This design comes from an exercise in tuning for small area on the open sky130 flow, not from production work.
At most, simulation tests tie the RTL to the original design; equivalence was not proved.
No functional check of the RTL was part of run 2.
Power is estimated from default activity; no workload was simulated.

<file path="flow/design.v">
module zacwire_rx (
    input  wire        clk,
    input  wire        rst,
    input  wire [1:0]  cfg_profile,    
    input  wire [15:0] cfg_rate,       
    input  wire        ev_valid,
    input  wire [32:0] ev_word,
    input  wire        cmd_valid,
    input  wire [66:0] cmd_word,
    output wire        cmd_ready,
    output reg         rsp_valid,
    output wire [34:0] rsp_word
);
    localparam [2:0] PH_IDLE     = 3'd0,
                     PH_START    = 3'd1,
                     PH_RECV     = 3'd2,
                     PH_PARITY   = 3'd3,
                     PH_COMPLETE = 3'd4,
                     PH_ERROR    = 3'd5;
    localparam [2:0] ST_OK = 3'd0, ST_NOTCONN = 3'd1, ST_MISREAD = 3'd2,
                     ST_BEGINFAIL = 3'd3, ST_BADOP = 3'd4;
    localparam [37:0] C_FULL   = 38'd200000000000;    
    localparam [37:0] C_NARROW = 38'd70000000000;     
    function automatic uge16(input [15:0] x, input [15:0] c);
        integer k;
        reg gt, eq;
        begin
            gt = 1'b0;
            eq = 1'b1;
            for (k = 15; k >= 0; k = k - 1) begin
                gt = gt | (eq & x[k] & ~c[k]);
                eq = eq & ~(x[k] ^ c[k]);
            end
            uge16 = gt | eq;
        end
    endfunction
    wire        prof14 = cfg_profile[0];
    wire        narrow = cfg_profile[1];
    wire [3:0]  d_bits = prof14 ? 4'd14 : 4'd13;
    wire [13:0] p_mask = prof14 ? 14'h3FFF : 14'h07FF;
    reg [2:0]  phase;
    reg [3:0]  bit_pos;
    reg        par_acc;
    reg [13:0] acc;
    reg        lev;
    reg [31:0] let_ts;
    reg [10:0] thr;
    reg [13:0] vbits;           
    reg        vvalid;
    reg        hbv;
    reg [31:0] hbts;
    reg        repv;
    reg [13:0] repp;
    reg [31:0] rept;            
    reg        armed;
    localparam [3:0] E_IDLE = 4'd0, E_NW = 4'd1, E_WIN = 4'd2, E_R1 = 4'd3,
                     E_PL = 4'd4, E_PE = 4'd5, E_F1 = 4'd6, E_F2 = 4'd7, E_F3 = 4'd8;
    reg [3:0]  est;
    reg [4:0]  ofs;             
    reg [31:0] nreg;            
    reg        conn;
    reg [13:0] preg;            
    reg        pv;
    reg [1:0]  kind;            
    reg [2:0]  rstat;
    reg [5:0]  cnt;
    reg [21:0] acca;            
    wire [13:0] rr   = acca[13:0];
    wire [7:0]  ireg = acca[21:14];
    wire [3:0]  dc   = cnt[3:0];      
    wire [3:0]  th1  = acca[3:0];       
    wire [3:0]  th2  = acca[7:4];
    wire [1:0]  th3  = acca[9:8];
    wire        bel  = acca[10];        
    wire [1:0]  cz   = acca[12:11];     
    wire        b1   = acca[18];
    wire        b2   = acca[19];
    wire        b3   = acca[20];
    reg        sgn;
    reg        lead;
    reg [4:0]  sc;
    wire [2:0]  cmd_op  = cmd_word[66:64];
    wire [31:0] cmd_now = cmd_word[63:32];
    wire [31:0] cmd_tmo = cmd_word[31:0];
    wire        op_slow = (cmd_op == 3'd3) || (cmd_op == 3'd4);
    assign cmd_ready = ((est == E_IDLE) && !op_slow) || ((est == E_WIN) && (dc == 4'd10));
    wire   cmd_fire  = cmd_valid && cmd_ready;
    wire begin_ok = cmd_fire && (cmd_op == 3'd0) && cmd_word[0];
    wire end_cmd  = cmd_fire && (cmd_op == 3'd1);
    wire        armed_c = begin_ok ? 1'b1 : (end_cmd ? 1'b0 : armed);
    wire [2:0]  phase_c = begin_ok ? PH_IDLE : phase;
    wire        lev_c   = begin_ok ? 1'b0 : lev;
    wire        ev_rise  = ev_word[32];
    wire [31:0] ev_ts    = ev_word[31:0];
    wire [10:0] ivlo     = {1'b0, ev_ts[9:0]} - {1'b0, let_ts[9:0]};
    wire [9:0]  interval = ivlo[9:0];
    wire [21:0] ts_hi    = ev_ts[31:10];
    wire [21:0] lt_hi    = let_ts[31:10];
    wire [21:0] hi_x     = ts_hi ^ lt_hi;
    wire [21:0] hi_c;                                   
    assign hi_c[0] = 1'b1;
    genvar gi;
    generate
        for (gi = 1; gi < 22; gi = gi + 1) begin : g_hic
            assign hi_c[gi] = hi_c[gi-1] & lt_hi[gi-1];
        end
    endgenerate
    wire        hi_zero  = ivlo[10] ? ~|(hi_x ^ hi_c) : ~|hi_x;
    wire        is_gap   = !hi_zero || (&interval[9:5] && (interval[4] || (interval[3] && |interval[2:0])));
    wire        bit_val  = {1'b0, interval[9:0]} < thr;
    wire [3:0]  bit_pos_inc = bit_pos + 4'd1;
    wire ev_act   = ev_valid && armed_c && lev_c && !is_gap && ev_rise;
    wire pub      = ev_act && (phase_c == PH_PARITY) &&
                    ((bit_val != par_acc) || (bit_pos == d_bits));
    wire hb_we    = ev_act && (phase_c == PH_PARITY) &&
                    (bit_val == par_acc) && (bit_pos == d_bits);
    always @(posedge clk) begin
        if (rst) begin
            phase  <= PH_IDLE;
            lev    <= 1'b0;
            thr    <= 11'd0;
            vbits  <= 14'd0;
            vvalid <= 1'b0;
            hbv    <= 1'b0;
            armed  <= 1'b0;
        end else begin
            armed <= armed_c;
            phase <= phase_c;
            lev   <= lev_c;
            if (ev_valid && armed_c) begin
                let_ts <= ev_ts;
                if (!lev_c) begin
                    lev <= 1'b1;
                end else if (is_gap) begin
                    phase   <= PH_START;
                    acc     <= 14'd0;
                    par_acc <= 1'b0;
                    bit_pos <= 4'd0;
                end else if (ev_rise) begin
                    case (phase_c)
                        PH_START: begin
                            thr   <= {1'b0, interval[9:0]} + {2'b00, thr[10:2]};
                            phase <= PH_RECV;
                        end
                        PH_RECV: begin
                            acc     <= {acc[12:0], bit_val} & (prof14 ? 14'h3FFF : 14'h1FFF);
                            par_acc <= par_acc ^ bit_val;
                            bit_pos <= bit_pos_inc;
                            if (bit_pos_inc == 4'd9 || bit_pos_inc == d_bits)
                                phase <= PH_PARITY;
                        end
                        PH_PARITY: begin
                            if (bit_val != par_acc) begin
                                phase <= PH_ERROR;
                            end else begin
                                par_acc <= 1'b0;
                                if (bit_pos == d_bits) phase <= PH_COMPLETE;
                                else                   phase <= PH_RECV;
                            end
                        end
                        default: ;
                    endcase
                end
            end
            if (pub) begin
                vbits  <= acc;
                vvalid <= (bit_val == par_acc);
            end
            if (hb_we) hbv <= 1'b1;
        end
    end
    always @(posedge clk)
        if (hb_we) hbts <= ev_ts;
    reg [3:0] now_d, hb_d, tmo_d;
    always @(*) begin
        case (dc[2:0])
            3'd0: begin now_d = cmd_now[3:0];   hb_d = hbts[3:0];   tmo_d = cmd_tmo[3:0];   end
            3'd1: begin now_d = cmd_now[7:4];   hb_d = hbts[7:4];   tmo_d = cmd_tmo[7:4];   end
            3'd2: begin now_d = cmd_now[11:8];  hb_d = hbts[11:8];  tmo_d = cmd_tmo[11:8];  end
            3'd3: begin now_d = cmd_now[15:12]; hb_d = hbts[15:12]; tmo_d = cmd_tmo[15:12]; end
            3'd4: begin now_d = cmd_now[19:16]; hb_d = hbts[19:16]; tmo_d = cmd_tmo[19:16]; end
            3'd5: begin now_d = cmd_now[23:20]; hb_d = hbts[23:20]; tmo_d = cmd_tmo[23:20]; end
            3'd6: begin now_d = cmd_now[27:24]; hb_d = hbts[27:24]; tmo_d = cmd_tmo[27:24]; end
            default: begin now_d = cmd_now[31:28]; hb_d = hbts[31:28]; tmo_d = cmd_tmo[31:28]; end
        endcase
    end
    wire        dhi    = dc[3];                        
    wire        dfirst = (dc == 4'd0);
    wire [4:0]  el_s   = {1'b0, now_d} - {1'b0, hb_d} - {4'd0, bel & !dfirst};
    wire [3:0]  el_d   = dhi ? 4'd0 : el_s[3:0];
    wire [13:0] tw     = {dhi ? 4'd0 : tmo_d,
                          dfirst ? 4'd0 : th1,
                          (dc[3:1] == 3'd0) ? 4'd0 : th2,
                          (dc[3:2] == 2'd0 && !(dc[1] & dc[0])) ? 2'd0 : th3};    
    reg [1:0] zc [0:4];
    reg [3:0] zb;
    integer j;
    always @(*) begin
        zc[0] = dfirst ? 2'd2 : cz;
        for (j = 0; j < 4; j = j + 1) begin
            {zc[j+1], zb[j]} = {2'b00, tw[j]} + {2'b00, tw[j+7]} + {2'b00, ~tw[j+5]}
                             + {2'b00, ~el_d[j]} + {1'b0, zc[j]};
        end
    end
    wire conn_now = hbv && !zb[3];
    wire [13:0] pm   = preg & p_mask;
    wire [14:0] pdif = {1'b0, pm} - {1'b0, repp};
    wire        pds  = pdif[14];                                  
    wire        klo  = !cnt[5];                                   
    wire        n0   = nreg[0];
    wire        r0   = rept[0];
    wire        nt   = prof14 ? nreg[18] : nreg[21];
    wire        rt   = prof14 ? rept[18] : rept[21];
    wire        tval = prof14 ? uge16({10'd0, cnt}, 16'd14) : (uge16({10'd0, cnt}, 16'd11) && !uge16({10'd0, cnt}, 16'd43));
    wire        dt0  = klo & (n0 ^ r0 ^ b1);
    wire        b1n  = (~n0 & r0) | (~(n0 ^ r0) & b1);
    wire        dtn  = tval & (nt ^ rt ^ b2);
    wire        b2n  = tval & ((~nt & rt) | (~(nt ^ rt) & b2));
    wire        dm   = dtn ^ dt0 ^ b3;                            
    wire        b3n  = (~dtn & dt0) | (~(dtn ^ dt0) & b3);
    wire        ck   = !uge16({10'd0, cnt}, 16'd38) && (narrow ? C_NARROW[cnt] : C_FULL[cnt]);
    wire [18:0] opx  = dm ? {3'b000, cfg_rate} : 19'd0;
    wire [18:0] opd  = ck ? ({{4{pdif[14]}}, pdif} ^ {19{~pds}}) : 19'd0;
    wire [18:0] asum = {acca[17], acca[17:0]} + opx + opd + {18'd0, ck & ~pds};
    wire [13:0] pmrev;                                           
    genvar gp;
    generate
        for (gp = 0; gp < 14; gp = gp + 1) begin : g_pmrev
            assign pmrev[gp] = pm[13 - gp];
        end
    endgenerate
    wire        pbit   = pmrev[cnt[3:0]];                        
    wire        rbit   = lead && (prof14 ? uge16({11'd0, sc}, 16'd10) : uge16({11'd0, sc}, 16'd13));
    wire        f1     = (est == E_F1);
    wire [7:0]  span   = narrow ? 8'd70 : 8'd200;
    wire [7:0]  radd   = f1 ? (pbit ? span : 8'd0) : {7'd0, rbit};
    wire [15:0] rp     = {1'b0, rr, 1'b0} + {8'd0, radd};
    wire [15:0] mval   = prof14 ? 16'd16383 : 16'd2047;
    wire        qge1   = uge16(rp, mval);
    wire        qge2   = uge16(rp, {mval[14:0], 1'b0});
    wire [1:0]  qd     = qge2 ? 2'd2 : (qge1 ? 2'd1 : 2'd0);
    wire [15:0] rsub   = rp + {14'd0, qd};
    wire [13:0] rnext  = rsub[13:0] & p_mask;
    wire [7:0]  inext  = {ireg[6:0], 1'b0} + (f1 ? {6'd0, qd} : 8'd0);
    wire [7:0]  lowc   = narrow ? 8'd10 : 8'd50;
    wire [8:0]  idif   = {1'b0, ireg} - {1'b0, lowc};
    wire        ineg   = idif[8];
    wire        rzero  = (rr == 14'd0);
    wire [7:0]  ifix   = ineg ? (~idif[7:0] + {7'd0, rzero}) : idif[7:0];
    wire [13:0] rfix   = (ineg && !rzero) ? (~rr & p_mask) : rr;
    wire        sbit   = cnt[5:3] == 3'd0 ? ireg[7] : qge1;      
    wire [7:0]  expo   = 8'd158 - {2'd0, cnt};
    wire [22:0] frac;
    genvar g;
    generate
        for (g = 0; g < 23; g = g + 1) begin : g_frac
            assign frac[g] = nreg[31 - g];
        end
    endgenerate
    assign rsp_word[34:32] = rstat;
    assign rsp_word[31:0]  = (kind == 2'd1) ? {pv, 17'd0, preg} :
                             (kind == 2'd2) ? {31'd0, conn} :
                             (kind == 2'd3) ? {sgn, expo, frac} : 32'd0;
    wire commit = ((est == E_R1) && conn && pv && !repv) ||
                  ((est == E_PE) && !acca[17]);
    wire f3push = (est == E_F3) && lead;
    always @(posedge clk) begin
        if (est == E_NW && ofs == 5'd31)
            nreg <= cmd_now;
        else
            nreg <= {f3push ? sbit : nreg[0], nreg[31:1]};
        rept <= commit ? {nreg[0], nreg[31:1]} : {rept[0], rept[31:1]};
        if (commit) repp <= pm;
        ofs  <= ofs + 5'd1;
        rsp_valid <= 1'b0;
        case (est)
            E_IDLE: begin
                if (cmd_valid) begin
                    if (cmd_op == 3'd3) begin
                        est <= E_WIN;
                        cnt <= 6'd0;
                    end else if (cmd_op == 3'd4) begin
                        est <= E_NW;
                    end else begin
                        rsp_valid <= 1'b1;
                        kind      <= 2'd0;
                        case (cmd_op)
                            3'd0: rstat <= cmd_word[0] ? ST_OK : ST_BEGINFAIL;
                            3'd1: rstat <= ST_OK;
                            3'd2: begin
                                rstat <= ST_OK;
                                kind  <= 2'd1;
                                preg  <= vbits;
                                pv    <= vvalid;
                            end
                            default: rstat <= ST_BADOP;
                        endcase
                    end
                end
            end
            E_NW: begin
                if (ofs == 5'd31) begin
                    est <= E_WIN;
                    cnt <= 6'd0;
                end
            end
            E_WIN: begin
                acca <= {9'd0, zc[4], el_s[4], th2[3:2], th1, tw[13:10]};
                cnt <= cnt + 6'd1;
                if (dc == 4'd10) begin
                    conn <= conn_now;
                    if (cmd_op == 3'd3) begin
                        rsp_valid <= 1'b1;
                        rstat     <= ST_OK;
                        kind      <= 2'd2;
                        est       <= E_IDLE;
                    end else begin
                        preg <= vbits;
                        pv   <= vvalid;
                        est  <= E_R1;
                    end
                end else if (hb_we) begin
                    cnt <= 6'd0;
                end
            end
            E_R1: begin
                kind <= 2'd0;
                cnt  <= 6'd0;
                acca <= 22'd0;
                if (!conn) begin
                    rsp_valid <= 1'b1;
                    rstat     <= ST_NOTCONN;
                    est       <= E_IDLE;
                end else if (!pv) begin
                    rsp_valid <= 1'b1;
                    rstat     <= ST_MISREAD;
                    est       <= E_IDLE;
                end else if (!repv) begin
                    est <= E_F1;
                    cnt <= prof14 ? 6'd0 : 6'd3;
                end else if (ofs == 5'd31) begin
                    est  <= E_PL;
                end
            end
            E_PL: begin
                acca <= {1'b0, b3n, b2n, b1n, asum[18:1]};
                cnt  <= cnt + 6'd1;
                if (cnt == 6'd45) est <= E_PE;
            end
            E_PE: begin
                cnt  <= prof14 ? 6'd0 : 6'd3;
                acca <= 22'd0;
                if (acca[17]) begin
                    rsp_valid <= 1'b1;
                    rstat     <= ST_MISREAD;
                    est       <= E_IDLE;
                end else begin
                    est <= E_F1;
                end
            end
            E_F1: begin
                acca <= {inext, rnext};
                cnt  <= cnt + 6'd1;
                if (cnt[3:0] == 4'd13) est <= E_F2;
            end
            E_F2: begin
                sgn  <= ineg;
                acca <= {ifix, rfix};
                cnt  <= 6'd0;
                sc   <= 5'd0;
                lead <= 1'b0;
                est  <= E_F3;
            end
            E_F3: begin
                acca <= {ireg[6:0], 1'b0, (cnt[5:3] != 3'd0) ? rnext : rr};
                cnt <= cnt + 6'd1;
                if (!lead) begin
                    if (sbit) lead <= 1'b1;
                end else begin
                    sc <= sc + 5'd1;
                    if (sc == 5'd22) begin
                        rsp_valid <= 1'b1;
                        rstat     <= ST_OK;
                        kind      <= 2'd3;
                        est       <= E_IDLE;
                    end
                end
            end
            default: est <= E_IDLE;
        endcase
        if (rst) begin
            est       <= E_IDLE;
            rsp_valid <= 1'b0;
            ofs       <= 5'd0;
        end
    end
    always @(posedge clk) begin
        if (rst)
            repv <= 1'b0;
        else if (commit)
            repv <= 1'b1;
    end
endmodule
</file>
<file path="flow/flow/run.sh">
#!/bin/bash
# Standard ORFS layout (the standard.sh, standard synthesis unchanged), with
# the port buffers made of the smallest buffer cell and a clock tree of
# smaller buffers without dummy loads.
set -euo pipefail
echo 'export BUFFER_PORTS_ARGS = -buffer_cell sky130_fd_sc_hd__buf_1' >> config.mk
echo 'export CTS_ARGS = -sink_clustering_enable -repair_clock_nets -dont_use_dummy_load -buf_list sky130_fd_sc_hd__clkbuf_16 -sink_clustering_size 28 -sink_clustering_max_diameter 60' >> config.mk
bash standard.sh finish > standard_flow.log 2>&1
</file>
<file path="flow/standard.sh">
#!/bin/bash
# synth_recipe.tcl (not shown) runs the flow's synth.tcl, then flattens the netlist and writes it again
# the make line also repeats each setting of config.mk as NAME=value (left out here)
make -C /OpenROAD-flow-scripts/flow DESIGN_CONFIG=/design/flow/config.mk WORK_HOME=/design/flow/orfs CLKGATE_MAP_FILE= SYNTH_SCRIPT=/design/flow/synth_recipe.tcl "${@:-finish}"
</file>
<file path="flow/config.mk">
export PLATFORM = sky130hd
export DESIGN_NAME = zacwire_rx
export DESIGN_NICKNAME = zacwire_rx
export VERILOG_FILES = /design/flow/design.v
export SDC_FILE = /design/flow/constraint.sdc
export NUM_CORES = 4
export LEC_CHECK = 0
export CAP_MARGIN = 20
export CORE_MARGIN = 2
export CORE_UTILIZATION = 40
export PLACE_DENSITY = 0.6
export SLEW_MARGIN = 20
export BUFFER_PORTS_ARGS = -buffer_cell sky130_fd_sc_hd__buf_1
export CTS_ARGS = -sink_clustering_enable -repair_clock_nets -dont_use_dummy_load -buf_list sky130_fd_sc_hd__clkbuf_16 -sink_clustering_size 28 -sink_clustering_max_diameter 60
</file>
<file path="flow/constraint.sdc">
create_clock -name core_clock -period 20.0 [get_ports {clk}]
set_input_delay 4.0000 -clock core_clock [delete_from_list [all_inputs] [get_ports {clk}]]
set_output_delay 4.0000 -clock core_clock [all_outputs]
set_load 0.01 [all_outputs]
</file>
==> run summary, run 1 <==
status=no timing/DRC/antenna violations; Rows=76; met1 Track Usage GR=0.284; Setup crit end kind=flip-flop; Post-Synth Simple-Gate Area=0.167; clk latency of the worst-skew pair=0.61 ns; unrepaired setup endpoints after global routing=no; IO buf count=158; Post-CTS Setup Inserts=0; final setup violation count=0; area growth from synthesis to layout=10.6%; post_cts resized=0; P_leak=7.42 nW; Startpoint Class=input port; antenna violations before repair=2; Die Ht=212 µm; filler cell count in the final layout=4184; Placed Area=18600 µm²; largest family of logic cells by synthesized area=simple AND/OR/NAND/NOR gates; CTS Hold Bufs=0; critical path data arrival time=10.17 ns; post-route cell area=19200 µm²; post-place setup slack=9.66 ns; Worst Reg-to-Reg Cells=22; Final Total Pwr=1.46 mW; Largest stage delay, worst path=0.54 ns; post-DR vias/cell=5.65; Routed Wire Length=51700 µm; global routing's busiest layer=met2; Fmax achieved=100 MHz; worst ir drop on vdd=78.2 µV; first-pass iteration count of the detailed router=6; DIE WIDTH=212 µm; final core utilization=0.447; Most used DFF post-synth=edfxtp_1; Post-Syn Area=17400 µm²; count of cell types in the netlist=90; core area=43000 µm²; Final Max Tran Viols=0; Post-synth EDFFs=153; Initial Utilization=0.404; Vias=14000; Hold Slack=0.407 ns; yosys warns=2; Bufs and invs on worst path=4; layout cells sized above 1=0.0758; Initial DRC Count=1164; Layout Nets=2159; cell depth of the worst setup path=22; H-tree depth=1; share of synthesized registers carrying an async set or reset=0; min Tclk post-route=9.96 ns; skew final=0.116 ns; Worst-path clk slew=0.07 ns; Post-DP HPWL=39200 µm; I/O pins=159; vias in the first global route=13700; die area=45100 µm²; CP max-delay cell=a21boi_0; Avg WL per Cell=20.8 µm; total gr overflow=0; CTS tree=done; largest net degree at the start of global routing=45; first-pass GRT wire length=78800 µm; Synth Area in Compound Gates=0.144; syn_nets=2030; post-synthesis mux area share=0.0874; CP max FO=21; max-cap check violation count=0; worst path required time=20.21 ns; met2 Usage GRT=0.381; final worst path period share=0.498; Synth Instances=1773; Finished Layout Cells=2486; Final GP Congestion=0.875; total track usage=0.227; Worst-Margin Slew=0.997 ns; xor/xnor cell area share of the yosys netlist=0.0600; worst-case clock buffer depth=3; Seq/Total Area, Yosys=0.388; critical path cell sequence=buf_1 > buf_4 > inv_1 > o311ai_2 > o2111ai_4 > nor2_1 > ha_1 > a21oi_1 > a21boi_0 > nand2_1 > xor2_1 > nand3_1 > or4_1 > o41a_1 > inv_1 > ha_1 > a21oi_1 > or4_1 > or3b_1 > nor3_1 > xnor2_1 > o221ai_1; antenna-violating nets left=0; headroom to the max-slew limit=0.335; hold path depth=1; class of the worst hold path=flip-flop to flip-flop; Post-Synth Adder-Cell Area=0.112; total clock sinks=260; worst setup path class=input port to flip-flop; Num CTS Buffers=26; post-synthesis register bit count=260; placed instance count=2459; final hold violations=0; power per cell area=76.2 nW/µm²; mean post-synth cell area=9.79 µm²; DRC Markers=0; Setup WS post-layout=10.04 ns; cell family with most CP delay=compound AO/OA/AOI/OAI gates; setup tns final=0 ns; met3 Use GR=0.0567; root buffer cell=clkbuf_16
[metal layers]
layer	up-vias	wire length (µm)
li1	6741	-
met1	6798	21700
met2	410	24400
met3	95	3710
met4	0	1900
met5	-	0
[synth_stat cells (47+ instances only)]
master | count | share of area
xnor2_1 | 78 | 0.039
nand3_1 | 47 | 0.014
ha_1 | 100 | 0.072
edfxtp_1 | 153 | 0.26
nor2b_1 | 58 | 0.021
nor2_1 | 162 | 0.035
mux2_2 | 72 | 0.047
o21ai_0 | 75 | 0.022
inv_1 | 104 | 0.022
mux2i_1 | 65 | 0.037
clkbuf_1 | 65 | 0.014
dfxtp_1 | 107 | 0.12
a21oi_1 | 106 | 0.031
nand2_1 | 97 | 0.021
[cell families after synthesis]
kind of cell / Yosys count
simple gates: 567
mux: 140
buf+inv: 182
fa+ha+maj: 135
compound gates: 370
xor+xnor: 119
flops: 260
[registers in the layout, summed over array words and instances (netlist names), 2 cells and up]
name,count
bit_pos,4
kind,2
ofs,5
vbits,14
hbts,32
est,4
thr,11
cnt,6
acca,22
phase,3
rept,32
let_ts,32
nreg,32
repp,14
rstat,3
acc,14
sc,5
preg,14
[path summary, 6_finish.rpt]
path                       start        to  slack (ns)
setup reg to reg          cnt[1]  acca[12]       12.78
hold reg to reg         rept[31]  rept[30]        0.41
setup / recovery  cfg_profile[0]  acca[13]       10.04
hold / removal          rept[31]  rept[30]        0.41
[layout by cell type, fill, tap and decap left out, types with 8 or more instances in the layout]
cell type / n
nor2b_1: 58
nor4_1: 18
a21o_1: 13
nand3_1: 46
ha_1: 100
a211oi_1: 11
nor2_1: 162
dfxtp_1: 107
o21a_1: 13
a21oi_1: 106
nor3_1: 39
xnor2_1: 78
and2_1: 15
nand2_1: 97
edfxtp_1: 153
nand4_1: 14
mux2_2: 72
buf_1: 157
a222oi_1: 27
buf_4: 19
mux2i_1: 65
o211ai_1: 12
xor2_1: 41
inv_1: 104
a31oi_1: 16
a221oi_1: 8
clkbuf_16: 26
o22ai_1: 9
and3_1: 38
nand2b_1: 23
fa_1: 35
o21ai_0: 75
[area by class of cell]
class                           instances  area (µm²)  share of cell area
Sequential cell                       260        6740               0.351
Clock buffer                           26         651              0.0339
Timing Repair Buffer                  177         737              0.0384
Multi-Input combinational cell       1331        9940               0.518
Antenna cell                            1        2.50            0.000130
Tap cell                              585         732              0.0381
Inverter                              106         400              0.0208
[where the power goes]
group          switching, mW  total, mW  internal [mW]
Sequential            0.0263      0.617          0.591
Clock                  0.192      0.419          0.226
Combinational          0.255      0.428          0.172
==> run 2: changes to the inputs <==
--- a/flow/design.v
+++ b/flow/design.v
@@ -54,7 +54,8 @@
     reg [31:0] rept;            
     reg        armed;
     localparam [3:0] E_IDLE = 4'd0, E_NW = 4'd1, E_WIN = 4'd2, E_R1 = 4'd3,
-                     E_PL = 4'd4, E_PE = 4'd5, E_F1 = 4'd6, E_F2 = 4'd7, E_F3 = 4'd8;
+                     E_PL = 4'd4, E_PE = 4'd5, E_F1 = 4'd6, E_F2 = 4'd7, E_F3 = 4'd8,
+                     E_CP = 4'd9;
     reg [3:0]  est;
     reg [4:0]  ofs;             
     reg [31:0] nreg;            
@@ -265,11 +266,8 @@
                   ((est == E_PE) && !acca[17]);
     wire f3push = (est == E_F3) && lead;
     always @(posedge clk) begin
-        if (est == E_NW && ofs == 5'd31)
-            nreg <= cmd_now;
-        else
-            nreg <= {f3push ? sbit : nreg[0], nreg[31:1]};
-        rept <= commit ? {nreg[0], nreg[31:1]} : {rept[0], rept[31:1]};
+        nreg <= {(est == E_NW) ? cmd_now[ofs] : (f3push ? sbit : nreg[0]), nreg[31:1]};
+        rept <= {(est == E_CP) ? nreg[0] : rept[0], rept[31:1]};
         if (commit) repp <= pm;
         ofs  <= ofs + 5'd1;
         rsp_valid <= 1'b0;
@@ -281,6 +279,7 @@
                         cnt <= 6'd0;
                     end else if (cmd_op == 3'd4) begin
                         est <= E_NW;
+                        cnt <= 6'd0;
                     end else begin
                         rsp_valid <= 1'b1;
                         kind      <= 2'd0;
@@ -299,11 +298,19 @@
                 end
             end
             E_NW: begin
-                if (ofs == 5'd31) begin
+                cnt <= cnt + 6'd1;
+                if (cnt[4:0] == 5'd31) begin
                     est <= E_WIN;
                     cnt <= 6'd0;
                 end
             end
+            E_CP: begin
+                cnt <= cnt + 6'd1;
+                if (cnt[4:0] == 5'd31) begin
+                    est <= E_F1;
+                    cnt <= prof14 ? 6'd0 : 6'd3;
+                end
+            end
             E_WIN: begin
                 acca <= {9'd0, zc[4], el_s[4], th2[3:2], th1, tw[13:10]};
                 cnt <= cnt + 6'd1;
@@ -336,8 +343,7 @@
                     rstat     <= ST_MISREAD;
                     est       <= E_IDLE;
                 end else if (!repv) begin
-                    est <= E_F1;
-                    cnt <= prof14 ? 6'd0 : 6'd3;
+                    est <= E_CP;
                 end else if (ofs == 5'd31) begin
                     est  <= E_PL;
                 end
@@ -348,14 +354,14 @@
                 if (cnt == 6'd45) est <= E_PE;
             end
             E_PE: begin
-                cnt  <= prof14 ? 6'd0 : 6'd3;
+                cnt  <= 6'd0;
                 acca <= 22'd0;
                 if (acca[17]) begin
                     rsp_valid <= 1'b1;
                     rstat     <= ST_MISREAD;
                     est       <= E_IDLE;
                 end else begin
-                    est <= E_F1;
+                    est <= E_CP;
                 end
             end
             E_F1: begin
==> flow/flow/run.sh (replaced) <==
#!/bin/bash
# Standard ORFS layout (the standard.sh, standard synthesis unchanged), with
# the port buffers made of the smallest buffer cell and a clock tree of
# smaller buffers without dummy loads.
set -euo pipefail
echo 'export BUFFER_PORTS_ARGS = -buffer_cell sky130_fd_sc_hd__buf_1' >> config.mk
echo 'export CTS_ARGS = -sink_clustering_enable -repair_clock_nets -dont_use_dummy_load -buf_list sky130_fd_sc_hd__clkbuf_8 -sink_clustering_size 16 -sink_clustering_max_diameter 50' >> config.mk
bash standard.sh finish > standard_flow.log 2>&1
--- a/flow/config.mk
+++ b/flow/config.mk
@@ -11,4 +11,4 @@
 export PLACE_DENSITY = 0.6
 export SLEW_MARGIN = 20
 export BUFFER_PORTS_ARGS = -buffer_cell sky130_fd_sc_hd__buf_1
-export CTS_ARGS = -sink_clustering_enable -repair_clock_nets -dont_use_dummy_load -buf_list sky130_fd_sc_hd__clkbuf_16 -sink_clustering_size 28 -sink_clustering_max_diameter 60
+export CTS_ARGS = -sink_clustering_enable -repair_clock_nets -dont_use_dummy_load -buf_list sky130_fd_sc_hd__clkbuf_8 -sink_clustering_size 16 -sink_clustering_max_diameter 50
==> run 2 against run 1 <==
  * Utilization fell by 0.43 points
  * Global-route usage down 0.066 points
  * Sequential power is 2% higher
  * Combinational power rose by about 50%
  * Critical path depth is 1 higher
  * Final cell count down 1.7%
  * Critical endpoint is now acca[8]
  * Setup slack got worse by 0.11 ns
==> run summary, run 2 <==
status=no timing/DRC/antenna violations; DIE WIDTH=210 µm (-1.0%); CTS tree=done; antenna-violating nets left=0 (unchanged); final worst path period share=0.503 (+0.00538); Initial Utilization=0.405 (+0.00152); root buffer cell=clkbuf_8; H-tree depth=1 (unchanged); Post-synth EDFFs=153 (unchanged); Avg WL per Cell=20.7 µm (-0.22%); Placed Area=18100 µm² (-2.3%); total track usage=0.227 (-0.000661); largest net degree at the start of global routing=46 (+2.2%); count leader, synth=edfxtp_1; min Tclk post-route=10.07 ns (+0.108 ns); placed instance count=2410 (-2.0%); final setup violation count=0 (unchanged); Worst-Margin Slew=1.06 ns (+0.0630 ns); syn_nets=2025 (-0.25%); Vias=14100 (+0.55%); total gr overflow=0 (unchanged); first-pass iteration count of the detailed router=8 (+2); Die Ht=210 µm (-1.0%); Post-DP HPWL=38700 µm (-1.4%); post-DR vias/cell=5.78 (+2.3%); ranking of synthesized cells by area=edfxtp_1 27%, dfxtp_1 13%, ha_1 7.4%; Layout Nets=2162 (+0.14%); share of synthesized registers carrying an async set or reset=0 (unchanged); Sequential Power Share=0.396 (-0.026); power per cell area=85.2 nW/µm² (+12%); most frequent cells in the layout=157 x buf_1, 153 x edfxtp_1, 146 x nor2_1; setup tns final=0 ns (unchanged); mean post-synth cell area=9.62 µm² (-1.7%); worst-case clock buffer depth=3 (unchanged); Final GP Congestion=0.929 (+6.1%); max-cap check violation count=0 (unchanged); post_cts resized=0 (unchanged); count of cell types in the netlist=82 (-8.9%); worst path required time=20.31 ns (+0.10 ns); Switch Pwr=0.594 mW (+25%); worst setup path class=input port to flip-flop; Synth Instances=1767 (-0.34%); yosys warns=2 (unchanged); antenna violations before repair=7 (+5); Finished Layout Cells=2443 (-1.7%); first-pass GRT wire length=78000 µm (-0.95%); P_leak=7.03 nW (-5.3%); Int Power=0.989 mW (about the same); Setup crit end kind=flip-flop; vias in the first global route=13600 (-1.2%); Post-CTS Setup Inserts=0 (unchanged); Synth top area share=0.270 (+0.00551); commonest non-fill, non-tap cell in the layout=buf_1; CP max FO=17 (-19%); die area=44200 µm² (-2.0%); Initial DRC Count=1124 (-3.4%); unrepaired setup endpoints after global routing=no; Clock Power Share=0.199 (-0.087); Most used DFF post-synth=edfxtp_1; total clock sinks=260 (unchanged); Seq/Total Area, Yosys=0.396 (+0.00808); Post-Syn Area=17000 µm² (-2.0%); Startpoint Class=input port; skew final=0.0939 ns (-0.0219 ns); Yosys top cell by area=edfxtp_1; Worst-path clk slew=0.10 ns (+0.03 ns); headroom to the max-slew limit=0.275 (-0.0603); Rows=75 (-1.3%); Num CTS Buffers=31 (+19%); Logic pwr share=0.405 (+0.113); post-synthesis register bit count=260 (unchanged); IO buf count=158 (unchanged); final hold violations=0 (unchanged); Routed Wire Length=50700 µm (-1.9%); top cells by count, synth=153 x edfxtp_1, 147 x nor2_1, 136 x a21oi_1; layout cells sized above 1=0.0494 (-0.0264); I/O pins=159 (unchanged); area growth from synthesis to layout=9.15%; clk latency of the worst-skew pair=0.65 ns (+0.04 ns); core area=41900 µm² (-2.4%); critical path data arrival time=10.38 ns (+0.21 ns); worst ir drop on vdd=50.4 µV (-35%); DRC Markers=0 (unchanged); Final Max Tran Viols=0 (unchanged); CTS Hold Bufs=0 (unchanged); post-route cell area=18600 µm² (-3.3%); Fmax achieved=99.3 MHz (-1.1%); class of the worst hold path=flip-flop to flip-flop; Sw Share=0.375 (+0.0512)
## run 2: area by class of cell
class | instances | area, µm²
inverters | 109 | 409
well taps | 539 | 674
fillers | 4101 | 23400
repair buffers | 175 | 722
multi-input cells | 1327 | 9590
flip-flops and latches | 260 | 6740
diodes | 2 | 5.00
clock buffers | 31 | 427
## run 2: logic make-up (layout without fill, tap and decap cells)
logic type,after synthesis,count (layout),synth area share
other,0,2,0
buffers and inverters,180,315,0.0402
and+or+nand+nor,602,602,0.179
DFF,260,260,0.396
AOI/OAI and AO/OA,409,409,0.162
xor gates and xnor gates,112,112,0.0577
muxes,68,68,0.0492
adders and majority gates,136,136,0.116
## run 2: worst paths after layout
kind / startpoint / endpoint / slack [ns] / depth (start not counted)
setup / recovery: cfg_profile[0] / acca[8] / 9.93 / 23
hold / removal: rept[8] / rept[7] / 0.31 / 0
setup reg to reg: cnt[0] / acca[11] / 12.70 / 21
hold reg to reg: rept[8] / rept[7] / 0.31 / 0
## run 2: metrics by stage
| step | hold WS, ns | setup slack (ns) | power [mW] | util |
|---|---|---|---|---|
| after floorplan | 0.310 | 10.37 | 1.07 | - |
| after global placement | 0.310 | 9.44 | 1.26 | 0.432 |
| after detailed placement | 0.312 | 9.38 | 1.27 | 0.432 |
| after CTS | 0.305 | 10.02 | 1.59 | 0.442 |
| after global routing | 0.303 | 9.43 | 1.68 | 0.442 |
| final | 0.308 | 9.93 | 1.58 | 0.443 |
## run 2: power groups by stage
stage	sequential [mW]	clock, mW	combinational, mW
2_1_floorplan	0.617	0	0.448
3_3_place_gp	0.638	0	0.626
3_5_place_dp	0.638	0	0.629
4_1_cts	0.627	0.325	0.636
5_1_grt	0.630	0.343	0.707
6_report	0.627	0.314	0.641
## run 2: routing by layer
metal | GRT usage | vias to the layer above | part of all wire
met3 | 0.0408 | 78 | 0.074
met5 | 0 | - | 0.00077
met1 | 0.309 | 6800 | 0.44
met4 | 0.0572 | 6 | 0.023
met2 | 0.373 | 515 | 0.46
li1 | - | 6722 | -
## run 2: worst max-delay path, cell delays in order
cell,delay [ns]
buf_1,0.07
buf_4,0.29
and2_1,0.28
nand3_1,0.11
a41oi_2,0.59
nand2_1,0.38
xnor2_1,0.22
ha_1,0.23
or2_2,0.37
a2111oi_4,0.33
nor3b_1,0.16
or4_1,0.70
or4b_1,0.54
nor3b_1,0.17
nor3_1,0.25
ha_1,0.22
inv_1,0.05
fa_1,0.41
nand3b_1,0.26
nor3_1,0.24
xnor2_1,0.10
a221oi_1,0.24
o21ai_0,0.13
==> run 3: changes to the inputs <==
--- a/flow/design.v
+++ b/flow/design.v
@@ -78,8 +78,6 @@
     wire        b2   = acca[19];
     wire        b3   = acca[20];
     reg        sgn;
-    reg        lead;
-    reg [4:0]  sc;
     wire [2:0]  cmd_op  = cmd_word[66:64];
     wire [31:0] cmd_now = cmd_word[63:32];
     wire [31:0] cmd_tmo = cmd_word[31:0];
@@ -231,7 +229,9 @@
         end
     endgenerate
     wire        pbit   = pmrev[cnt[3:0]];                        
-    wire        rbit   = lead && (prof14 ? uge16({11'd0, sc}, 16'd10) : uge16({11'd0, sc}, 16'd13));
+    wire        lead   = |nreg[31:9];
+    wire        fdone  = nreg[9];                                 
+    wire        rbit   = prof14 ? |nreg[21:9] : |nreg[18:9];      
     wire        f1     = (est == E_F1);
     wire [7:0]  span   = narrow ? 8'd70 : 8'd200;
     wire [7:0]  radd   = f1 ? (pbit ? span : 8'd0) : {7'd0, rbit};
@@ -264,9 +264,11 @@
                              (kind == 2'd3) ? {sgn, expo, frac} : 32'd0;
     wire commit = ((est == E_R1) && conn && pv && !repv) ||
                   ((est == E_PE) && !acca[17]);
-    wire f3push = (est == E_F3) && lead;
     always @(posedge clk) begin
-        nreg <= {(est == E_NW) ? cmd_now[ofs] : (f3push ? sbit : nreg[0]), nreg[31:1]};
+        nreg <= {(est == E_NW) ? cmd_now[ofs] :
+                 (est == E_F3) ? sbit :
+                 (est == E_CP || est == E_F1 || est == E_F2) ? 1'b0 : nreg[0],
+                 nreg[31:1]};
         rept <= {(est == E_CP) ? nreg[0] : rept[0], rept[31:1]};
         if (commit) repp <= pm;
         ofs  <= ofs + 5'd1;
@@ -373,18 +375,13 @@
                 sgn  <= ineg;
                 acca <= {ifix, rfix};
                 cnt  <= 6'd0;
-                sc   <= 5'd0;
-                lead <= 1'b0;
                 est  <= E_F3;
             end
             E_F3: begin
                 acca <= {ireg[6:0], 1'b0, (cnt[5:3] != 3'd0) ? rnext : rr};
                 cnt <= cnt + 6'd1;
-                if (!lead) begin
-                    if (sbit) lead <= 1'b1;
-                end else begin
-                    sc <= sc + 5'd1;
-                    if (sc == 5'd22) begin
+                if (fdone) begin
+                    begin
                         rsp_valid <= 1'b1;
                         rstat     <= ST_OK;
                         kind      <= 2'd3;
==> run 3 against run 2 <==
  * Clock power is 3% lower
  * Setup slack better by 0.52 ns
  * Sequential share of layout area is 0.60 points lower
  * Sequential cell count is 6 lower
  * Combinational power is 110% higher
  * Cell area is 1.0% lower
  * Wire length is 3.0% lower
  * Utilization is 0.26 points lower
  * Fmax is 5.4% higher
  * Hold slack worse by 0.041 ns
  * Register-to-register slack better by 0.12 ns
==> run summary, run 3 <==
status=no timing/DRC/antenna violations; Num CTS Buffers=31 (unchanged); Register Area=6560 µm² (-2.7%); Final GP Congestion=0.915 (-1.4%); Routed Wire Length=49100 µm (-3.0%); count of cell types in the netlist=88 (+7.3%); CTS Hold Bufs=0 (unchanged); Initial Utilization=0.403 (-0.00228); area of the multi-input gates=9560 µm² (-0.30%); die area=43700 µm² (-0.99%); total clock sinks=254 (-2.3%); filler cell count in the final layout=4031 (-1.7%); CP max-delay cell=nor4_1; Post-DP HPWL=37900 µm (-1.9%); DIE WIDTH=209 µm (-0.50%); Post-synth EDFFs=147 (-3.9%); unrepaired setup endpoints after global routing=no; ranking of synthesized cells by area=edfxtp_1 26%, dfxtp_1 13%, ha_1 7.4%; mean post-synth cell area=9.64 µm² (+0.18%); Placed Area=17900 µm² (-1.2%); most frequent CP cell=nor4_1; Rows=75 (unchanged); Post-Syn Area=16800 µm² (-1.0%); yosys warns=2 (unchanged); cell family with most CP delay=simple AND/OR/NAND/NOR gates; max-cap check violation count=0 (unchanged); worst ir drop on vdd=96.9 µV (+92%); Post-CTS Setup Inserts=0 (unchanged); Hold Slack=0.267 ns (-0.0411 ns); Synth top area share=0.262 (-0.00795); Worst-Margin Slew=0.991 ns (-0.0689 ns); area growth from synthesis to layout=9.13% (about the same); commonest non-fill, non-tap cell in the layout=buf_1; Setup crit end kind=flip-flop; n_diodes=0 (-2); Worst-path clk slew=0.09 ns (about the same); Most used DFF post-synth=edfxtp_1; largest net degree at the start of global routing=47 (+2.2%); final hold violations=0 (unchanged); Yosys top cell by area=edfxtp_1; clk latency of the worst-skew pair=0.63 ns (-0.02 ns); headroom to the max-slew limit=0.339 (+0.0635); final core utilization=0.440 (-0.00256); Final Total Pwr=2.33 mW (+47%); Avg WL per Cell=20.4 µm (-1.7%); Fmax achieved=105 MHz (+5.4%); Startpoint Class=input port; Bufs and invs on worst path=3 (unchanged); Initial DRC Count=976 (-13%); final setup violation count=0 (unchanged); root buffer cell=clkbuf_8; Seq/Total Area, Yosys=0.389 (-0.00667); final worst path period share=0.477 (-0.0260); share of synthesized registers carrying an async set or reset=0 (unchanged); count leader, synth=edfxtp_1; skew final=0.107 ns (+0.0132 ns); class of the worst hold path=flip-flop to flip-flop; post-route cell area=18400 µm² (-1.0%); total gr overflow=0 (unchanged); Largest stage delay, worst path=0.59 ns (-0.11 ns); H-tree depth=1 (unchanged); Synth Instances=1746 (-1.2%); worst setup path class=input port to flip-flop; Vias=13800 (-2.1%); Final Max Tran Viols=0 (unchanged); vias in the first global route=13400 (-1.1%); core area=41800 µm² (-0.45%); syn_nets=2002 (-1.1%); power per cell area=127 nW/µm² (+49%); most frequent cells in the layout=157 x buf_1, 147 x edfxtp_1, 136 x a21oi_1; CTS tree=done; worst-case clock buffer depth=3 (unchanged); min Tclk post-route=9.55 ns (-0.519 ns); critical path cell sequence=buf_1 > buf_4 > and2_1 > nand3_1 > a41o_1 > nor4_1 > ha_1 > o211ai_1 > nor3_1 > a21oi_1 > xnor2_1 > o2111ai_1 > nor4_1 > nand4_1 > nand3_1 > inv_1 > fa_1 > nor4_1 > xnor2_1 > o2bb2ai_1 > a221o_1; total track usage=0.221 (-0.00579); post_cts resized=0 (unchanged); antenna-violating nets left=0 (unchanged); I/O pins=159 (unchanged); P_leak=6.95 nW (-1.2%); Layout Nets=2130 (-1.5%); post-synthesis register bit count=254 (-2.3%); top cells by count, synth=147 x edfxtp_1, 137 x nor2_1, 136 x a21oi_1; post-DR vias/cell=5.74 (-0.78%); DRC Markers=0 (unchanged); first-pass GRT wire length=76300 µm (-2.3%); IO buf count=158 (unchanged); first-pass iteration count of the detailed router=9 (+1); Die Ht=209 µm (-0.50%); antenna violations before repair=1 (-6); worst path required time=20.28 ns (-0.03 ns); setup tns final=0 ns (unchanged); layout cells sized above 1=0.0524 (+0.00293); critical path data arrival time=9.82 ns (-0.56 ns); CP max FO=19 (+2)
==> run 3: power breakdown <==
part / switching [mW] / total [mW] / internal (mW)
logic: 0.800 / 1.33 / 0.531
registers: 0.0739 / 0.690 / 0.616
clock network: 0.170 / 0.305 / 0.136
==> run 3: area by class of cell <==
class / count / share of cell area
multi-input cells: 1302 / 0.520
clock buffers: 31 / 0.0232
repair buffers: 175 / 0.0404
inverters: 110 / 0.0225
well taps: 539 / 0.0367
flip-flops and latches: 254 / 0.357
==> run 3: kinds of logic (layout without fill, tap and decap cells) <==
group | count (synthesis) | count (layout) | share of synthesized area
and+or+nand+nor | 556 | 556 | 0.171
muxes | 71 | 71 | 0.0523
buffers and inverters | 190 | 316 | 0.0439
AOI/OAI and AO/OA | 437 | 437 | 0.174
DFF | 254 | 254 | 0.389
adders and majority gates | 134 | 134 | 0.115
xor gates and xnor gates | 104 | 104 | 0.0541
==> run 3: worst paths after layout <==
| check | cells after the start | startpoint | to | slack, ns |
|---|---|---|---|---|
| worst min-delay path | 0 | rept[4] | rept[3] | 0.27 |
| worst max-delay path | 21 | cfg_profile[0] | acca[12] | 10.45 |
| worst min register to register | 0 | rept[4] | rept[3] | 0.27 |
| worst max register to register | 20 | cnt[1] | acca[12] | 12.82 |
==> run 3: through the flow <==
step | instances | setup slack, ns
6_report | 2411 | 10.45
5_1_grt | 2411 | 9.95
4_1_cts | 2409 | 10.47
3_5_place_dp | 2378 | 9.93
3_3_place_gp | 2378 | 10.04
2_1_floorplan | 1746 | 10.74
==> run 3: metal layers <==
layer	up-vias	track usage	wire (µm)
met3	58	0.0290	3170
met5	-	0	11
li1	6654	-	-
met2	422	0.377	23200
met1	6692	0.299	21800
met4	2	0.0483	979
==> run 4: changes to the inputs <==
--- a/flow/config.mk
+++ b/flow/config.mk
@@ -5,10 +5,10 @@
 export SDC_FILE = /design/flow/constraint.sdc
 export NUM_CORES = 4
 export LEC_CHECK = 0
-export CAP_MARGIN = 20
+export CAP_MARGIN = 0
 export CORE_MARGIN = 2
 export CORE_UTILIZATION = 40
 export PLACE_DENSITY = 0.6
-export SLEW_MARGIN = 20
+export SLEW_MARGIN = 0
 export BUFFER_PORTS_ARGS = -buffer_cell sky130_fd_sc_hd__buf_1
 export CTS_ARGS = -sink_clustering_enable -repair_clock_nets -dont_use_dummy_load -buf_list sky130_fd_sc_hd__clkbuf_8 -sink_clustering_size 16 -sink_clustering_max_diameter 50
==> run 4 against run 3 <==
  * Sequential share of layout area grew 0.080 points
  * Final cell count is essentially flat
  * Critical endpoint unchanged
  * Clock-buffer cell count is the same
  * Combinational power is essentially flat
  * Still clean on timing, DRC and antenna
  * Via count grew 0.27%
  * Sequential power grew 0.7%
==> run summary, run 4 <==
Startpoint Class=input port; Finished Layout Cells=2409 (-0.083%); most frequent cells in the layout=157 x buf_1, 147 x edfxtp_1, 136 x a21oi_1; unrepaired setup endpoints after global routing=no; RR Startpoint=cnt[1]; CTS tree=done; Post-CTS Setup Inserts=0 (unchanged); startpoint of the worst hold path=rept[4]; I/O pins=159 (unchanged); DRC Markers=0 (unchanged); final worst path period share=0.479 (+0.00169); IO buf count=158 (unchanged); total clock sinks=254 (unchanged); Avg WL per Cell=20.5 µm (+0.46%); Post-Syn Area=16800 µm² (unchanged); worst setup path class=input port to flip-flop; root buffer cell=clkbuf_8; min Tclk post-route=9.58 ns (+0.0339 ns); yosys warns=2 (unchanged); Rows=75 (unchanged); Final GP Congestion=0.915 (unchanged); Vias=13900 (+0.27%); post-synthesis register bit count=254 (unchanged); final hold violations=0 (unchanged); share of synthesized registers carrying an async set or reset=0 (unchanged); Post-DP HPWL=37900 µm (about the same); placed instance count=2378 (unchanged); count leader, synth=edfxtp_1; Post-synth EDFFs=147 (unchanged); top cells by count, synth=147 x edfxtp_1, 137 x nor2_1, 136 x a21oi_1; antenna violations before repair=0 (-1); H-tree depth=1 (unchanged); post-DR vias/cell=5.76 (+0.35%); Synth Instances=1746 (unchanged); Most used DFF post-synth=edfxtp_1; CP max FO=19 (unchanged); skew final=0.0995 ns (-0.00768 ns); count of cell types in the netlist=88 (unchanged); Synth top area share=0.262 (unchanged); syn_nets=2002 (unchanged); clk latency of the worst-skew pair=0.63 ns (about the same); mean post-synth cell area=9.64 µm² (unchanged); max-cap check violation count=0 (unchanged); setup tns final=0 ns (unchanged); final setup violation count=0 (unchanged); critical path data arrival time=9.87 ns (+0.05 ns); vias in the first global route=13400 (-0.22%); first-pass iteration count of the detailed router=7 (-2); worst-case clock buffer depth=3 (unchanged); area growth from synthesis to layout=8.89%; CTS Hold Bufs=0 (unchanged); Final Max Tran Viols=0 (unchanged); Yosys top cell by area=edfxtp_1; Die Ht=209 µm (unchanged); Layout Nets=2128 (-0.094%); antenna-violating nets left=0 (unchanged); Worst-Margin Slew=1.23 ns (+0.239 ns); status=no timing/DRC/antenna violations; DIE WIDTH=209 µm (unchanged); n_diodes=0 (unchanged); worst ir drop on vdd=91.7 µV (-5.3%); first-pass GRT wire length=76300 µm (about the same); ranking of synthesized cells by area=edfxtp_1 26%, dfxtp_1 13%, ha_1 7.4%; headroom to the max-slew limit=0.176 (-0.162); largest net degree at the start of global routing=47 (unchanged); power per cell area=126 nW/µm² (-0.16%); die area=43700 µm² (unchanged); Initial DRC Count=1062 (+8.8%); Routed Wire Length=49300 µm (+0.38%); Worst-path clk slew=0.09 ns (about the same); class of the worst hold path=flip-flop to flip-flop; Initial Utilization=0.403 (unchanged); worst path required time=20.29 ns (about the same); core area=41800 µm² (unchanged); post_cts resized=0 (unchanged); total track usage=0.221 (about the same); layout cells sized above 1=0.0513 (-0.00101); Setup crit end kind=flip-flop; Seq/Total Area, Yosys=0.389 (unchanged); Critical Path Start=cfg_profile[0]; Num CTS Buffers=31 (unchanged); P_leak=6.93 nW (-0.25%); Fmax achieved=104 MHz (-0.35%); commonest non-fill, non-tap cell in the layout=buf_1; total gr overflow=0 (unchanged)
-- run 4: per-layer routing --
| metal | vias up | global-route usage | routed length (µm) |
|---|---|---|---|
| li1 | 6646 | - | - |
| met1 | 6690 | 0.299 | 22000 |
| met2 | 457 | 0.376 | 23200 |
| met3 | 72 | 0.0287 | 3140 |
| met4 | 0 | 0.0512 | 1050 |
| met5 | - | 0 | 0 |
-- run 4: cell type report --
cell class	instances	area, µm²
Sequential cell	254	6560
Inverter	110	413
Timing Repair Buffer	173	707
Clock buffer	31	427
Multi-Input combinational cell	1302	9550
Fill cell	4039	23400
Tap cell	539	674
-- run 4: logic make-up after synthesis --
| logic type | Yosys count | share of synthesized area |
|---|---|---|
| flops | 254 | 0.389 |
| mux | 71 | 0.0523 |
| xor+xnor | 104 | 0.0541 |
| fa+ha+maj | 134 | 0.115 |
| compound gates | 437 | 0.174 |
| buf+inv | 190 | 0.0439 |
| simple gates | 556 | 0.171 |
-- run 4: worst max-delay path, stage by stage --
cell       delay (ns)
buf_1            0.07
buf_4            0.27
and2_1           0.28
nand3_1          0.17
a41o_1           0.33
nor4_1           0.29
ha_1             0.38
o211ai_1         0.13
nor3_1           0.39
a21oi_1          0.17
xnor2_1          0.42
o2111ai_1        0.49
nor4_1           0.61
nand4_1          0.16
nand3_1          0.21
inv_1            0.11
fa_1             0.50
nor4_1           0.37
xnor2_1          0.11
o2bb2ai_1        0.13
a221o_1          0.27
-- run 4: metrics by stage --
step	utilization	instance area, µm²	power [mW]	setup WS, ns	hold slack [ns]
2_1_floorplan	-	16800	1.59	10.74	0.310
3_3_place_gp	0.429	17900	2.00	10.04	0.310
3_5_place_dp	0.429	17900	2.01	9.92	0.312
4_1_cts	0.439	18300	2.33	10.50	0.265
5_1_grt	0.439	18300	2.50	9.92	0.260
6_report	0.439	18300	2.32	10.42	0.263
-- run 4: report_power, final --
group	switching [mW]	internal, mW
Sequential	0.0790	0.616
Combinational	0.789	0.524
Clock	0.174	0.136
Total	1.04	1.28
-- run 4: worst paths after layout --
kind | to | slack [ns] | cells past startpoint
worst min register to register | rept[3] | 0.26 | 0
worst min-delay path | rept[3] | 0.26 | 0
worst max-delay path | acca[12] | 10.42 | 21
worst max register to register | acca[12] | 12.80 | 20
==> run 5: changes to the inputs <==
==> flow/flow/run.sh (replaced) <==
#!/bin/bash
# Standard ORFS layout (the standard.sh, standard synthesis unchanged), with
# the port buffers made of the smallest buffer cell and a clock tree of
# smaller buffers without dummy loads.
set -euo pipefail
echo 'export BUFFER_PORTS_ARGS = -buffer_cell sky130_fd_sc_hd__buf_1' >> config.mk
echo 'export CTS_ARGS = -sink_clustering_enable -repair_clock_nets -dont_use_dummy_load -buf_list sky130_fd_sc_hd__clkbuf_8 -sink_clustering_size 18 -sink_clustering_max_diameter 45' >> config.mk
bash standard.sh finish > standard_flow.log 2>&1
==> flow/config.mk (replaced) <==
export PLATFORM = sky130hd
export DESIGN_NAME = zacwire_rx
export DESIGN_NICKNAME = zacwire_rx
export VERILOG_FILES = /design/flow/design.v
export SDC_FILE = /design/flow/constraint.sdc
export NUM_CORES = 4
export LEC_CHECK = 0
export CAP_MARGIN = 20
export CORE_MARGIN = 2
export CORE_UTILIZATION = 40
export PLACE_DENSITY = 0.6
export SLEW_MARGIN = 20
export BUFFER_PORTS_ARGS = -buffer_cell sky130_fd_sc_hd__buf_1
export CTS_ARGS = -sink_clustering_enable -repair_clock_nets -dont_use_dummy_load -buf_list sky130_fd_sc_hd__clkbuf_8 -sink_clustering_size 18 -sink_clustering_max_diameter 45
==> run 5 against run 4 <==
  * Register-to-register slack improved by 0.08 ns
  * Clock skew fell by 0.012 ns
  * Combinational power hardly changed
  * Wire length hardly changed
  * Final cell count up 0.25%
  * Global-route usage grew 0.22 points
  * Clock-buffer cell count is 4 higher
  * Cell area up 0.51%
  * Non-clock buffer count increased by 2
  * Clock power rose by 7.1%
  * Sequential power is 0.6% lower
  * Sequential cell count did not move
  * Critical endpoint unchanged
  * Largest cell class unchanged
  * Highest routed layer is now met5
==> run summary, run 5 <==
status=no timing/DRC/antenna violations; core area=41800 µm² (unchanged); crit path to=acca[12]; Post-synth EDFFs=147 (unchanged); count leader, synth=edfxtp_1; xor/xnor cell area share of the yosys netlist=0.0541 (unchanged); Startpoint Class=input port; count of cell types in the netlist=88 (unchanged); routed wl met2=23400 µm (+0.83%); worst path required time=20.23 ns (-0.06 ns); min Tclk post-route=9.60 ns (+0.0194 ns); total gr overflow=0 (unchanged); share of synthesized registers carrying an async set or reset=0 (unchanged); largest net degree at the start of global routing=47 (unchanged); post-DR vias/cell=5.77 (+0.18%); antenna-violating nets left=0 (unchanged); Post-CTS Setup Inserts=0 (unchanged); n_diodes=0 (unchanged); skew final=0.0873 ns (-0.0121 ns); met3 wire len=3230 µm (+3.0%); total track usage=0.223 (+0.00220); post-synthesis mux area share=0.0523 (unchanged); final setup violation count=0 (unchanged); root buffer cell=clkbuf_8; DR top layer=met5; unrepaired setup endpoints after global routing=no; Vias=13900 (+0.43%); layout cells sized above 1=0.0544 (+0.00303); filler cell count in the final layout=4029 (-0.25%); Post-Syn Area=16800 µm² (unchanged); Avg WL per Cell=20.4 µm (-0.33%); Setup WS post-layout=10.40 ns (-0.0194 ns); CTS Hold Bufs=0 (unchanged); die area=43700 µm² (unchanged); antenna violations before repair=1 (+1); I/O pins=159 (unchanged); reg-to-reg slack, setup=12.88 ns (+0.08 ns); CTS tree=done; top cells by count, synth=147 x edfxtp_1, 137 x nor2_1, 136 x a21oi_1; worst ir drop on vdd=92.2 µV (+0.54%); DIE WIDTH=209 µm (unchanged); syn_nets=2002 (unchanged); CP max FO=19 (unchanged); final hold violations=0 (unchanged); largest family of logic cells by synthesized area=compound AO/OA/AOI/OAI gates; ranking of synthesized cells by area=edfxtp_1 26%, dfxtp_1 13%, ha_1 7.4%; Synth Area in Compound Gates=0.174 (unchanged); Worst-Margin Slew=1.01 ns (-0.225 ns); final worst path period share=0.480 (+0.000970); Worst Reg-to-Reg Cells=20 (unchanged); first-pass GRT wire length=76500 µm (+0.30%); worst setup path class=input port to flip-flop; Layout Nets=2134 (+0.28%); RR Endpoint=acca[12]; hold path depth=0 (unchanged); post-synthesis register bit count=254 (unchanged); DRC Markers=0 (unchanged); area growth from synthesis to layout=9.45%; Post-DP HPWL=37900 µm (about the same); P_leak=6.97 nW (+0.64%); RR Startpoint=cnt[1]; Final GP Congestion=0.915 (unchanged); Post-Synth Adder-Cell Area=0.115 (unchanged); vias in the first global route=13400 (+0.42%); Fmax achieved=104 MHz (-0.20%); Synth top area share=0.262 (unchanged); H-tree depth=2 (+1); class of the worst hold path=flip-flop to flip-flop; clk latency of the worst-skew pair=0.56 ns (-0.07 ns); power per cell area=128 nW/µm² (+0.92%); Die Ht=209 µm (unchanged); worst-case clock buffer depth=3 (unchanged); setup tns final=0 ns (unchanged); Critical Path Start=cfg_profile[0]; Initial Utilization=0.403 (unchanged); Rows=75 (unchanged); Synth Instances=1746 (unchanged); Initial DRC Count=1033 (-2.7%); Routed Wire Length=49300 µm (about the same); IO buf count=158 (unchanged); critical path data arrival time=9.83 ns (-0.04 ns); total clock sinks=254 (unchanged); post_cts resized=0 (unchanged); Seq/Total Area, Yosys=0.389 (unchanged); yosys warns=2 (unchanged); Post-Synth Simple-Gate Area=0.171 (unchanged); commonest non-fill, non-tap cell in the layout=buf_1; Worst-path clk slew=0.09 ns (about the same); headroom to the max-slew limit=0.329 (+0.153); Num CTS Buffers=35 (+13%); first-pass iteration count of the detailed router=7 (unchanged); M1 WL=21700 µm (-1.3%); Final Max Tran Viols=0 (unchanged); most frequent cells in the layout=157 x buf_1, 147 x edfxtp_1, 136 x a21oi_1; Yosys top cell by area=edfxtp_1; mean post-synth cell area=9.64 µm² (unchanged); post-place setup slack=9.93 ns (+0.0117 ns); max-cap check violation count=0 (unchanged); Most used DFF post-synth=edfxtp_1; Setup crit end kind=flip-flop
[run 5: cells by family after synthesis]
family / count (synthesis)
compound gates: 437
fa+ha+maj: 134
mux: 71
buf+inv: 190
simple gates: 556
flops: 254
xor+xnor: 104
[run 5: final cells by class]
cell class	instances	area [µm²]	area share
Clock buffer	35	482	0.0261
Inverter	110	413	0.0224
Multi-Input combinational cell	1302	9560	0.519
Sequential cell	254	6560	0.356
Tap cell	539	674	0.0366
Timing Repair Buffer	175	739	0.0401
[run 5: how the worst min path moves through the flow]
stage	to	from
after floorplan	nreg[0]	nreg[1]
after global placement	nreg[6]	nreg[7]
after detailed placement	nreg[4]	nreg[5]
after CTS	rept[3]	rept[4]
after global routing	rept[3]	rept[4]
final	rept[3]	rept[4]
[run 5: per-layer routing]
metal,GRT usage,vias to the layer above
met1,0.299,6723
li1,-,6653
met3,0.0346,57
met2,0.378,489
met5,0,-
met4,0.0539,2
[run 5: critical path, cell delays in order]
cell and delay [ns]:
buf_1 0.07, buf_4 0.27, and2_1 0.29, nand3_1 0.17, a41o_1 0.32, nor4_1 0.29
ha_1 0.38, o211ai_1 0.13, nor3_1 0.38, a21oi_1 0.18, xnor2_1 0.41, o2111ai_1 0.48
nor4_1 0.60, nand4_1 0.15, nand3_1 0.22, inv_1 0.11, fa_1 0.51, nor4_1 0.37
xnor2_1 0.11, o2bb2ai_1 0.13, a221o_1 0.27
[run 5: report_power, final]
group	switching, mW	internal [mW]	total (mW)
Combinational	0.800	0.530	1.33
Sequential	0.0741	0.617	0.691
Clock	0.176	0.155	0.331
[run 5: metrics by stage]
stage / instances / utilization / cell area, µm² / hold WS (ns) / power (mW)
after floorplan: 1746 / - / 16800 / 0.310 / 1.59
after global placement: 2378 / 0.429 / 17900 / 0.310 / 2.00
after detailed placement: 2378 / 0.429 / 17900 / 0.312 / 2.01
after CTS: 2413 / 0.440 / 18400 / 0.229 / 2.35
after global routing: 2415 / 0.441 / 18400 / 0.218 / 2.53
final: 2415 / 0.441 / 18400 / 0.231 / 2.35

[what the ideal ports hide]
The flow's constraints put no driver on any port. The routed layouts listed below were extracted and timed again, unchanged, in two steps. Step 1 sets driving cells, clkbuf_16 on the clock port and buf_2 on the other inputs (assumed; they add their load-dependent delay and slew). Step 2, shift: input delay + t, output delay - t, t = (earliest + latest rising clock arrival at the registers) / 2. This alone moves slack from input paths to output paths. a / b / c = ideal / step 1 / step 2; a / b = the first two.
run	t, ns	setup WS [ns]	pins driven straight from the clock port
run 1	0.602	10.040 / 10.070 / 9.468	1
run 2	0.650	9.932 / 9.952 / 9.302	1
run 3	0.618	10.451 / 10.473 / 9.855	1
run 4	0.623	10.417 / 10.439 / 9.816	1
run 5	0.564	10.398 / 10.419 / 9.855	1
After both steps setup and hold are still met in every run listed. For run 2, which loses most, drivers alone change the setup slack by +0.020 ns; drivers and shift together by -0.630 ns.
